This is an optimization exercise on Yosys and OpenROAD, whose aim is small area, a short achievable clock period and few clock cycles per item, not a production implementation. At most, simulation tests tie the RTL to the original design; equivalence was not proved. Power and IR drop assume default switching activity.

// canser_rx
module canser_rx (
    input  wire        clk,
    input  wire        rst,
    input  wire        in_valid,
    input  wire [7:0]  in_data,
    output wire        in_ready,
    output wire        out_valid,
    input  wire        out_ready,
    output wire [28:0] out_id,
    output wire [3:0]  out_dlc,
    output wire [63:0] out_data,
    output wire [31:0] out_ts_ms,
    output wire [63:0] out_ts
);
Size in the first run: ~1400 cells after synthesis, roughly 210 I/O pins.
clock: 10.0 ns
lec_check: 0
cap_margin: 20
core_margin: 2
core_utilization: 62
cts_buf_list: sky130_fd_sc_hd__clkbuf_8
cts_cluster_diameter: 60
cts_cluster_size: 15
place_density: 0.45
slew_margin: 20
standard.sh (not shown) runs the stock make flow with config.mk's settings and CLKGATE_MAP_FILE= SYNTH_SCRIPT=/design/flow/synth_recipe.tcl, a recipe that flattens the netlist after the stock synthesis.
==> flow/flow/run.sh <==
#!/bin/bash
set -euo pipefail
cd "$(dirname "$0")/.."
bash standard.sh SETUP_SLACK_MARGIN=6.5 'BUFFER_PORTS_ARGS=-buffer_cell sky130_fd_sc_hd__buf_1' finish > standard.log 2>&1
Testbench counts at the start, summed over its fixed seeds: cycles 32,532, messages 1,995.
==> next run, changes <==
- PLACE_DENSITY: 0.45 -> 0.75
Result: The new run went through all stages and came out clean; synthesized cell count stays the same; design area decreases by 0.33%; power is lower by 0.73%; flip-flop and latch count does not change.
==> next run, changes <==
- CORE_UTILIZATION: 62 -> 55
- CTS_BUF_LIST: sky130_fd_sc_hd__clkbuf_8 -> default
- CTS_CLUSTER_DIAMETER: 60 -> default
- CTS_CLUSTER_SIZE: 15 -> default
- PLACE_DENSITY: 0.75 -> default
After rerunning:
- The new run finished clean
- core utilization is lower by 4.1 points
- final area grows by 4.8%
- synthesized cell count is unchanged
- register-to-register slack degrades by 40 ps
- total power goes up by 20%
- critical path depth does not change
- wire length climbs by 4.3%
- clock power is higher by 72%
- sequential cell count is unchanged
- maximum frequency decreases by 0.98%

---

Setup of the baseline:
canser_rx, a different RTL version from the one above (not shown whole).
For scale: about 1500 cells after synthesis, ~0.019 mm2 of cells after synthesis.
clock: 10.0 ns
lec_check: 0
cap_margin: 20
core_margin: 2
core_utilization: 70
slew_margin: 20
Scripts as last shown in full above: flow/flow/run.sh
Modified inputs, the candidate compared to the baseline
- CORE_UTILIZATION changed from 70 to 55
==> summary.txt <==
The relative contribution of the clock network to total power of the candidate falls short of that of the baseline by 0.3 points. Total area of multi-input combinational cells up 0.99% in the candidate wrt the baseline. Met1 wire length, the baseline and the candidate: higher on the candidate. The candidate reports its end point of the critical path as u_dequant.q[5] while the baseline reports u_dequant.q[4].
No run of this note included a check of the RTL's function; only the layout flow was run.

---

canser_rx with an RTL version that a note above also has.
For scale: ~1400 cells after synthesis, roughly 210 I/O pins, roughly 0.018 mm2 of cells after synthesis.
export LEC_CHECK = 0
export CAP_MARGIN = 20
export CORE_MARGIN = 2
export CORE_UTILIZATION = 62
export CTS_BUF_LIST = sky130_fd_sc_hd__clkbuf_8
export CTS_CLUSTER_DIAMETER = 60
export CTS_CLUSTER_SIZE = 15
export SLEW_MARGIN = 20
create_clock -name core_clock -period 10.0 [get_ports {clk}]
==> flow/flow/run.sh <==
#!/bin/bash
set -euo pipefail
cd "$(dirname "$0")/.."
bash standard.sh SETUP_SLACK_MARGIN=6.65 'BUFFER_PORTS_ARGS=-buffer_cell sky130_fd_sc_hd__buf_1' finish > standard.log 2>&1
Testbench counts at the start, summed over its fixed seeds: cycles 32,532, messages 1,995.
Rerun with:
==> flow/flow/run.sh (replaced) <==
#!/bin/bash
set -euo pipefail
cd "$(dirname "$0")/.."
bash standard.sh SETUP_SLACK_MARGIN=6.55 'BUFFER_PORTS_ARGS=-buffer_cell sky130_fd_sc_hd__buf_1' finish > standard.log 2>&1
Outcome:
- non-clock buffer count shrinks by 4
- setup slack gets worse by 71 ps
- global-route usage shrinks by 1.1 points
- routed wire length shrinks slightly
- synthesized area stays the same
- count of clock-buffer cells in the layout shrinks by 2
- sequential power is about the same
- combinational power stays flat
- maximum frequency shrinks slightly

---

canser_rx again, from the RTL that the note above started with.
clock: 10.0 ns
lec_check: 0
cap_margin: 20
core_margin: 2
core_utilization: 55
cts_buf_list: sky130_fd_sc_hd__clkbuf_8
cts_cluster_diameter: 60
cts_cluster_size: 15
slew_margin: 20
==> flow/flow/run.sh <==
#!/bin/bash
set -euo pipefail
cd "$(dirname "$0")/.."
bash standard.sh SETUP_SLACK_MARGIN=6.8 'BUFFER_PORTS_ARGS=-buffer_cell sky130_fd_sc_hd__buf_1' finish > standard.log 2>&1
Testbench counts at the start, summed over its fixed seeds: cycles 32,532, messages 1,995.
==> next run, changes <==
==> flow/flow/run.sh (replaced) <==
#!/bin/bash
set -euo pipefail
cd "$(dirname "$0")/.."
bash standard.sh SETUP_SLACK_MARGIN=7 'BUFFER_PORTS_ARGS=-buffer_cell sky130_fd_sc_hd__buf_1' finish > standard.log 2>&1
CTS_BUF_LIST = not set   (was sky130_fd_sc_hd__clkbuf_8)
CTS_CLUSTER_DIAMETER = not set   (was 60)
CTS_CLUSTER_SIZE = not set   (was 15)
TNS_END_PERCENT = 20   (was not set)
Effect: Routed wire length climbs by 5.2%. Setup slack loses 62 ps. Flip-flop and latch count does not change. Worst hold slack degrades by 3.2 ps. Core utilization came out higher by 5.5 points. Design area goes up by 8.3%. Power went up by 21%. Via count rose by 3.7%.
==> next run, changes <==
==> flow/flow/run.sh (replaced) <==
#!/bin/bash
set -euo pipefail
cd "$(dirname "$0")/.."
bash standard.sh SETUP_SLACK_MARGIN=6.5 'BUFFER_PORTS_ARGS=-buffer_cell sky130_fd_sc_hd__buf_1' finish > standard.log 2>&1
CTS_BUF_LIST = sky130_fd_sc_hd__clkbuf_8   (was not set)
CTS_CLUSTER_DIAMETER = 60   (was not set)
CTS_CLUSTER_SIZE = 15   (was not set)
TNS_END_PERCENT = not set   (was 20)
The new run finished with timing, DRC and antenna clean.
Die area does not change.
Via count shrinks by 5.6%.
Clock-buffer cell count fell by 9.
Synthesized area is unchanged.
Power drops by 18%.
Clock skew came out higher by 11 ps.
Global-route usage is lower by 1.2 points.

---

== maple ==
Starting RTL as in the previous note.
// canser_rx
module canser_rx (
    input  wire        clk,
    input  wire        rst,
    input  wire        in_valid,
    input  wire [7:0]  in_data,
    output wire        in_ready,
    output wire        out_valid,
    input  wire        out_ready,
    output wire [28:0] out_id,
    output wire [3:0]  out_dlc,
    output wire [63:0] out_data,
    output wire [31:0] out_ts_ms,
    output wire [63:0] out_ts
);
    localparam [7:0] START = 8'hAA;
    localparam [7:0] END   = 8'hBB;
    localparam       BUFN  = 19;         
    localparam [1:0] C_IDLE = 2'd0, C_RUN = 2'd1, C_DONE = 2'd2;
    reg [7:0]      rxb [0:BUFN-1];       
    reg [BUFN-1:0] occ;                  
    reg [BUFN-1:0] pres;
    integer p;
    always @* begin
        pres[0] = occ[0];
        for (p = 1; p < BUFN; p = p + 1)
            pres[p] = pres[p - 1] && occ[p];
    end
    reg [4:0]      skip;                 
    reg            skz;                  
    reg            held;                 
    reg            tsv;                  
    reg            ov_q;
    reg            ir_q;
    reg [1:0]      cst;                  
    reg [3:0]      cstep;
    reg [28:0] id_q;
    reg [3:0]  dlc_q;
    reg [63:0] data_q;
    reg [31:0] ts_ms_q;
    reg [4:0]  lz_q;
    wire [7:0] dlc_b    = rxb[5];
    wire       is_start = rxb[0] == START;
    wire       hdr      = pres[10];
    wire       id_ok    = rxb[6][7:5] == 3'b000;
    wire       h_ok     = id_ok && held;
    reg [8:0] dsel, fulls, fstay;
    integer e;
    always @* begin
        for (e = 0; e < 9; e = e + 1) begin
            dsel[e]  = dlc_b == e[7:0];
            fulls[e] = dsel[e] && pres[10 + e];
            fstay[e] = fulls[e] && (rxb[10 + e] == END);
        end
    end
    wire dlc_ok = |dsel;
    wire full   = |fulls;
    wire valid  = is_start && hdr && (|fstay) && id_ok;
    wire accept = occ[0] && !skz && valid && !held;
    wire drop1  = occ[0] && (skz || !is_start || (hdr && (!dlc_ok || (full && !((|fstay) && h_ok)))));
    wire in_fire = in_valid && ir_q;
    wire xfer    = ov_q && out_ready;
    wire [BUFN-1:0] mv = {BUFN{drop1}} | ~pres;
    integer j;
    always @(posedge clk) begin
  ...
==> flow/config.mk <==
export PLATFORM = sky130hd
export DESIGN_NAME = canser_rx
export DESIGN_NICKNAME = canser_rx
export VERILOG_FILES = /design/flow/design.v
export SDC_FILE = /design/flow/constraint.sdc
export NUM_CORES = 4
export LEC_CHECK = 0
export CAP_MARGIN = 20
export CORE_MARGIN = 2
export CORE_UTILIZATION = 62
export CTS_BUF_LIST = sky130_fd_sc_hd__clkbuf_8
export CTS_CLUSTER_DIAMETER = 60
export CTS_CLUSTER_SIZE = 15
export SLEW_MARGIN = 20
==> flow/constraint.sdc <==
create_clock -name core_clock -period 10.0 [get_ports {clk}]
set_input_delay 2.0000 -clock core_clock [delete_from_list [all_inputs] [get_ports {clk}]]
set_output_delay 2.0000 -clock core_clock [all_outputs]
set_load 0.01 [all_outputs]
==> flow/flow/run.sh <==
#!/bin/bash
set -euo pipefail
cd "$(dirname "$0")/.."
bash standard.sh SETUP_SLACK_MARGIN=6.4 'BUFFER_PORTS_ARGS=-buffer_cell sky130_fd_sc_hd__buf_1' finish > standard.log 2>&1
maple finished all stages; the layout is clean.
Testbench counts of maple, summed over its fixed seeds: cycles 32,532, messages 1,995.
Here is what was changed in the inputs of sierra compared with maple.
==> flow/flow/run.sh <==
#!/bin/bash
set -euo pipefail
cd "$(dirname "$0")/.."
bash standard.sh SETUP_SLACK_MARGIN=6.5 'BUFFER_PORTS_ARGS=-buffer_cell sky130_fd_sc_hd__buf_1' finish > standard.log 2>&1
==> comparison <==
sierra ends up with a share of layout cells above drive strength 1 that is 0.48 points lower than in maple.
Diff sierra..maple | fraction of area in registers | negligible
The cell count was comparable across sierra and maple.
Compared sierra against maple; data required time of the critical path within noise.
Diff maple -> sierra | post-detailed-routing wire length | up slightly
Cmp sierra vs maple: area taken by multi-input logic gates lower in sierra
maple consumes less power than sierra.
From maple to sierra the numbers moved as follows: highest clock frequency the design can meet picked up an extra 1.9%; routed length on met2 picked up an extra about 1.4%; fill cell instance count of the final layout picked up an extra 15; minimum clock period lost 66 ps.

---

The RTL this note starts from:
==> flow/design.v <==
module ts_dequant (
    input  wire        clk,
    input  wire        load,       
    input  wire        step,       
    input  wire [3:0]  nstep,      
    input  wire [31:0] k,          
    input  wire [4:0]  lz,         
    output wire [63:0] result      
);
    reg  [53:0] q;                 
    reg  [5:0]  d;                 
    reg  [5:0]  fm_q;              
    reg         ge_q;              
    wire [5:0]  f1_q = fm_q + 6'd1;
    reg  [6:0]  r;                 
    reg  [10:0] bexp;
    wire [31:0] kn = k << lz;
    wire        hi = kn[31:25] >= 7'd125;
    wire [10:0] e0 = 11'd1044 - {6'd0, lz};
    wire [10:0] e1 = 11'd1045 - {6'd0, lz};
    wire [6:0] tm;
    wire [127:0] tm_b0 = 128'h1333333333366666666664cccccccccc;
    assign tm[0] = tm_b0[r];
    wire [127:0] tm_b1 = 128'h0f0f0f0f0f0e1e1e1e1e1c3c3c3c3c3c;
    assign tm[1] = tm_b1[r];
    wire [127:0] tm_b2 = 128'h13cc33cc33c8679867986730cf30cf30;
    assign tm[2] = tm_b2[r];
    wire [127:0] tm_b3 = 128'h1c0fc3f03c0f87e0781f87c0f03f0fc0;
    assign tm[3] = tm_b3[r];
    wire [127:0] tm_b4 = 128'h1ff003ffc00ff8007fe007ff003ff000;
    assign tm[4] = tm_b4[r];
    wire [127:0] tm_b5 = 128'h1ffffc00000fffff800007ffffc00000;
    assign tm[5] = tm_b5[r];
    wire [127:0] tm_b6 = 128'h0aaaaaaaaaa55555555552aaaaaaaaaa;
    assign tm[6] = tm_b6[r];
    wire [6:0] tv;
    wire [127:0] tv_b0 = 128'h0cccccccccc9999999999b3333333333;
    assign tv[0] = tv_b0[r];
    wire [127:0] tv_b1 = 128'h03c3c3c3c3c787878787870f0f0f0f0f;
    assign tv[1] = tv_b1[r];
    wire [127:0] tv_b2 = 128'h0cf30cf30cf619e619e61bcc33cc33cc;
    assign tv[2] = tv_b2[r];
    wire [127:0] tv_b3 = 128'h0f03f0fc0f07e1f81e07e3f03c0fc3f0;
    assign tv[3] = tv_b3[r];
    wire [127:0] tv_b4 = 128'h0ffc00fff007fe001ff803ffc00ffc00;
    assign tv[4] = tv_b4[r];
    wire [127:0] tv_b5 = 128'h0fffff000007ffffe00003fffff00000;
    assign tv[5] = tv_b5[r];
    wire [127:0] tv_b6 = 128'h1aaaaaaaaaad5555555556aaaaaaaaaa;
    assign tv[6] = tv_b6[r];
    wire [5:0] fm;
    wire [127:0] fm_b0 = 128'h1333333333366666666664cccccccccc;
    assign fm[0] = fm_b0[r];
    wire [127:0] fm_b1 = 128'h1c3c3c3c3c387878787878f0f0f0f0f0;
    assign fm[1] = fm_b1[r];
    wire [127:0] fm_b2 = 128'h1fc03fc03fc07f807f807f00ff00ff00;
    assign fm[2] = fm_b2[r];
    wire [127:0] fm_b3 = 128'h1fffc0003fff80007fff8000ffff0000;
    assign fm[3] = fm_b3[r];
    wire [127:0] fm_b4 = 128'h1fffffffc00000007fffffff00000000;
    assign fm[4] = fm_b4[r];
    wire [127:0] fm_b5 = 128'h1fffffffffffffff8000000000000000;
    assign fm[5] = fm_b5[r];
    wire [7:0] uv = {1'b0, tv} + {2'b00, d};      
    wire [6:0] ut = tm + {1'b0, d};
    wire       ge = uv[7];
    wire [6:0] rn = ge ? uv[6:0] : ut;
    wire [32:0] z = hi ? {1'b0, kn} : {kn, 1'b0};
    reg  [5:0]  d_n;
    always @* begin
        case (nstep)
            4'd0:    d_n = z[20:15];
            4'd1:    d_n = z[14:9];
            4'd2:    d_n = z[8:3];
            4'd3:    d_n = {z[2:0], 3'b000};
            4'd7:    d_n = 6'b111110;
            default: d_n = 6'b000000;
        endcase
    end
    always @(posedge clk)
        r <= step ? rn : {1'b0, z[32:27]};
    always @(posedge clk) begin
        if (load) begin
            d    <= z[26:21];
            bexp <= (k == 32'd0) ? 11'd0 : hi ? e1 : e0;
        end else if (step) begin
            d    <= d_n;
        end
        if (step) begin
            fm_q <= fm;
            ge_q <= ge;
            q    <= {q[47:0], ge_q ? f1_q : fm_q};
        end
    end
    assign result = {1'b0, bexp, q[51:0]};
endmodule
module canser_rx (
    input  wire        clk,
    input  wire        rst,
    input  wire        in_valid,
    input  wire [7:0]  in_data,
    output wire        in_ready,
    output wire        out_valid,
    input  wire        out_ready,
    output wire [28:0] out_id,
    output wire [3:0]  out_dlc,
    output wire [63:0] out_data,
    output wire [31:0] out_ts_ms,
    output wire [63:0] out_ts
);
    localparam [7:0] START = 8'hAA;
    localparam [7:0] END   = 8'hBB;
    localparam       BUFN  = 19;         
    localparam [1:0] C_IDLE = 2'd0, C_RUN = 2'd1, C_DONE = 2'd2;
    reg [7:0]      rxb [0:BUFN-1];       
    reg [BUFN-1:0] occ;                  
    reg [BUFN-1:0] pres;
    integer p;
    always @* begin
        pres[0] = occ[0];
        for (p = 1; p < BUFN; p = p + 1)
            pres[p] = pres[p - 1] && occ[p];
    end
    reg [4:0]      skip;                 
    reg            skz;                  
    reg            held;                 
    reg            tsv;                  
    reg            ov_q;
    reg            ir_q;
    reg [1:0]      cst;                  
    reg [3:0]      cstep;
    reg [28:0] id_q;
    reg [3:0]  dlc_q;
    reg [63:0] data_q;
    reg [31:0] ts_ms_q;
    reg [4:0]  lz_q;
    wire [7:0] dlc_b    = rxb[5];
    wire       is_start = rxb[0] == START;
    wire       hdr      = pres[10];
    wire       id_ok    = rxb[6][7:5] == 3'b000;
    wire       h_ok     = id_ok && held;
    reg [8:0] dsel, fulls, fstay;
    integer e;
    always @* begin
        for (e = 0; e < 9; e = e + 1) begin
            dsel[e]  = dlc_b == e[7:0];
            fulls[e] = dsel[e] && pres[10 + e];
            fstay[e] = fulls[e] && (rxb[10 + e] == END);
        end
    end
    wire dlc_ok = |dsel;
    wire full   = |fulls;
    wire valid  = is_start && hdr && (|fstay) && id_ok;
    wire accept = occ[0] && !skz && valid && !held;
    wire drop1  = occ[0] && (skz || !is_start || (hdr && (!dlc_ok || (full && !((|fstay) && h_ok)))));
    wire in_fire = in_valid && ir_q;
    wire xfer    = ov_q && out_ready;
    wire [BUFN-1:0] mv = {BUFN{drop1}} | ~pres;
    integer j;
    always @(posedge clk) begin
        for (j = 0; j < BUFN - 1; j = j + 1)
            if (mv[j])
                rxb[j] <= rxb[j + 1];
        if (mv[BUFN-1])
            rxb[BUFN-1] <= in_data;
    end
    wire [BUFN-1:0] occ_n = (mv & {in_fire, occ[BUFN-1:1]}) | (~mv & occ);
    wire            skip1  = skip == 5'd1;
    wire [4:0]      skip_n = accept ? 5'd10 + {1'b0, dlc_b[3:0]} :
                             (skz && occ[0]) ? skip - 5'd1 : skip;
    wire            skz_n  = accept || (skz && !(skip1 && occ[0]));
    wire            held_n = accept || (held && !xfer);
    wire [31:0] ts_b = {rxb[1], rxb[2], rxb[3], rxb[4]};
    reg  [4:0]  lz_b;
    integer i;
    always @* begin
        lz_b = 5'd0;
        for (i = 0; i < 32; i = i + 1)
            if (ts_b[i]) lz_b = 5'd31 - i[4:0];
    end
    wire c_load = (cst == C_IDLE) && tsv;
    wire c_step = (cst == C_RUN);
    reg  [1:0] cst_n;
    always @* begin
        cst_n = cst;
        if ((!held && drop1 && !accept) || xfer)
            cst_n = C_IDLE;
        else if (c_load)
            cst_n = C_RUN;
        else if (c_step && cstep == 4'd9)
            cst_n = C_DONE;
    end
    always @(posedge clk) begin
        if (rst) begin
            occ   <= {BUFN{1'b0}};
            skip  <= 5'd0;
            skz   <= 1'b0;
            held  <= 1'b0;
            tsv   <= 1'b0;
            ov_q  <= 1'b0;
            ir_q  <= 1'b1;
            cst   <= C_IDLE;
            cstep <= 4'd0;
        end else begin
            occ   <= occ_n;
            skip  <= skip_n;
            skz   <= skz_n;
            held  <= held_n;
            tsv   <= !held && pres[4] && !(drop1 && !accept);
            ov_q  <= held_n && (cst_n == C_DONE);
            ir_q  <= !(&occ_n) || skz_n || !held_n;
            cst   <= cst_n;
            cstep <= c_load ? 4'd0 : c_step ? cstep + 4'd1 : cstep;
        end
    end
    integer k;
    always @(posedge clk) begin
        if (!held) begin
            id_q    <= {rxb[6][4:0], rxb[7], rxb[8], rxb[9]};
            dlc_q   <= dlc_b[3:0];
            ts_ms_q <= ts_b;
            lz_q    <= lz_b;
            for (k = 0; k < 8; k = k + 1)
                data_q[8*k +: 8] <= (k < dlc_b[3:0]) ? rxb[10 + k] : 8'd0;
        end
    end
    ts_dequant u_dequant (
        .clk    (clk),
        .load   (c_load),
        .step   (c_step),
        .nstep  (cstep),
        .k      (ts_ms_q),
        .lz     (lz_q),
        .result (out_ts)
    );
    assign in_ready  = ir_q;
    assign out_valid = ov_q;
    assign out_id    = id_q;
    assign out_dlc   = dlc_q;
    assign out_data  = data_q;
    assign out_ts_ms = ts_ms_q;
endmodule
Settings: LEC_CHECK=0, CAP_MARGIN=20, CORE_MARGIN=2, CORE_UTILIZATION=55, CTS_BUF_LIST=sky130_fd_sc_hd__clkbuf_8, CTS_CLUSTER_DIAMETER=60, CTS_CLUSTER_SIZE=15, SLEW_MARGIN=20; clock period 10.0 ns.
==> flow/flow/run.sh <==
#!/bin/bash
set -euo pipefail
cd "$(dirname "$0")/.."
bash standard.sh SETUP_SLACK_MARGIN=6.5 'BUFFER_PORTS_ARGS=-buffer_cell sky130_fd_sc_hd__buf_1' finish > standard.log 2>&1
The first run passed the timing, design-rule and antenna checks.
==> next run, changes <==
- CORE_UTILIZATION: 55 -> 62
Effect: The new run completed with no timing, DRC or antenna violations; combinational power came out lower slightly; power hardly moves; via count came out higher slightly; global-route usage came out higher by 3.0 points; design area came out lower slightly; register-to-register slack improves by 0.02 ns; worst setup slack improves by 0.023 ns; core utilization came out higher by 8.0 points.
Function was not checked in any run of this note: the RTL went through the layout flow alone.

==> re-timing with driven ports <==
No port has a modelled driver above. Below, the same layouts with a new extraction and two added sets of constraints. Step 1, drivers: a clkbuf_16 drives clk and a buf_2 each remaining input, both assumed. Step 2 also shifts input and output timing later by t, the mid clock arrival at the registers, as if the neighbouring blocks saw the same clock. Three values: no drivers, after step 1, after step 2; two values: the first two.
| run | shift t [ns] | slack for setup (ns) | worst slew at a driven data input, ns |
|---|---|---|---|
| the first run of note 1 | 0.601 | 6.447 / 6.447 / 6.122 | 0.04 |
| the second run of note 1 | 0.591 | 6.413 / 6.413 / 6.226 | 0.05 |
| the third run of note 1 | 0.577 | 6.378 / 6.378 / 6.271 | 0.04 |
| the baseline | 0.591 | 6.440 / 6.440 / 6.272 | 0.08 |
| the candidate | 0.593 | 6.437 / 6.437 / 6.348 | 0.07 |
| the first run of note 3 | 0.588 | 6.408 / 6.408 / 6.357 | 0.05 |
| the second run of note 3 | 0.595 | 6.337 / 6.337 / 6.337 | 0.05 |
| the first run of note 4 | 0.589 | 6.498 / 6.498 / 6.417 | 0.05 |
| the second run of note 4 | 0.594 | 6.436 / 6.436 / 6.436 | 0.04 |
| the third run of note 4 | 0.613 | 6.423 / 6.423 / 6.257 | 0.04 |
| maple | 0.599 | 6.381 / 6.381 / 6.284 | 0.05 |
| sierra | 0.601 | 6.447 / 6.447 / 6.122 | 0.04 |
| the first run of note 6 | 0.608 | 6.480 / 6.480 / 6.321 | 0.03 |
| the second run of note 6 | 0.601 | 6.503 / 6.503 / 6.331 | 0.08 |
After both steps every run listed still meets setup and hold.
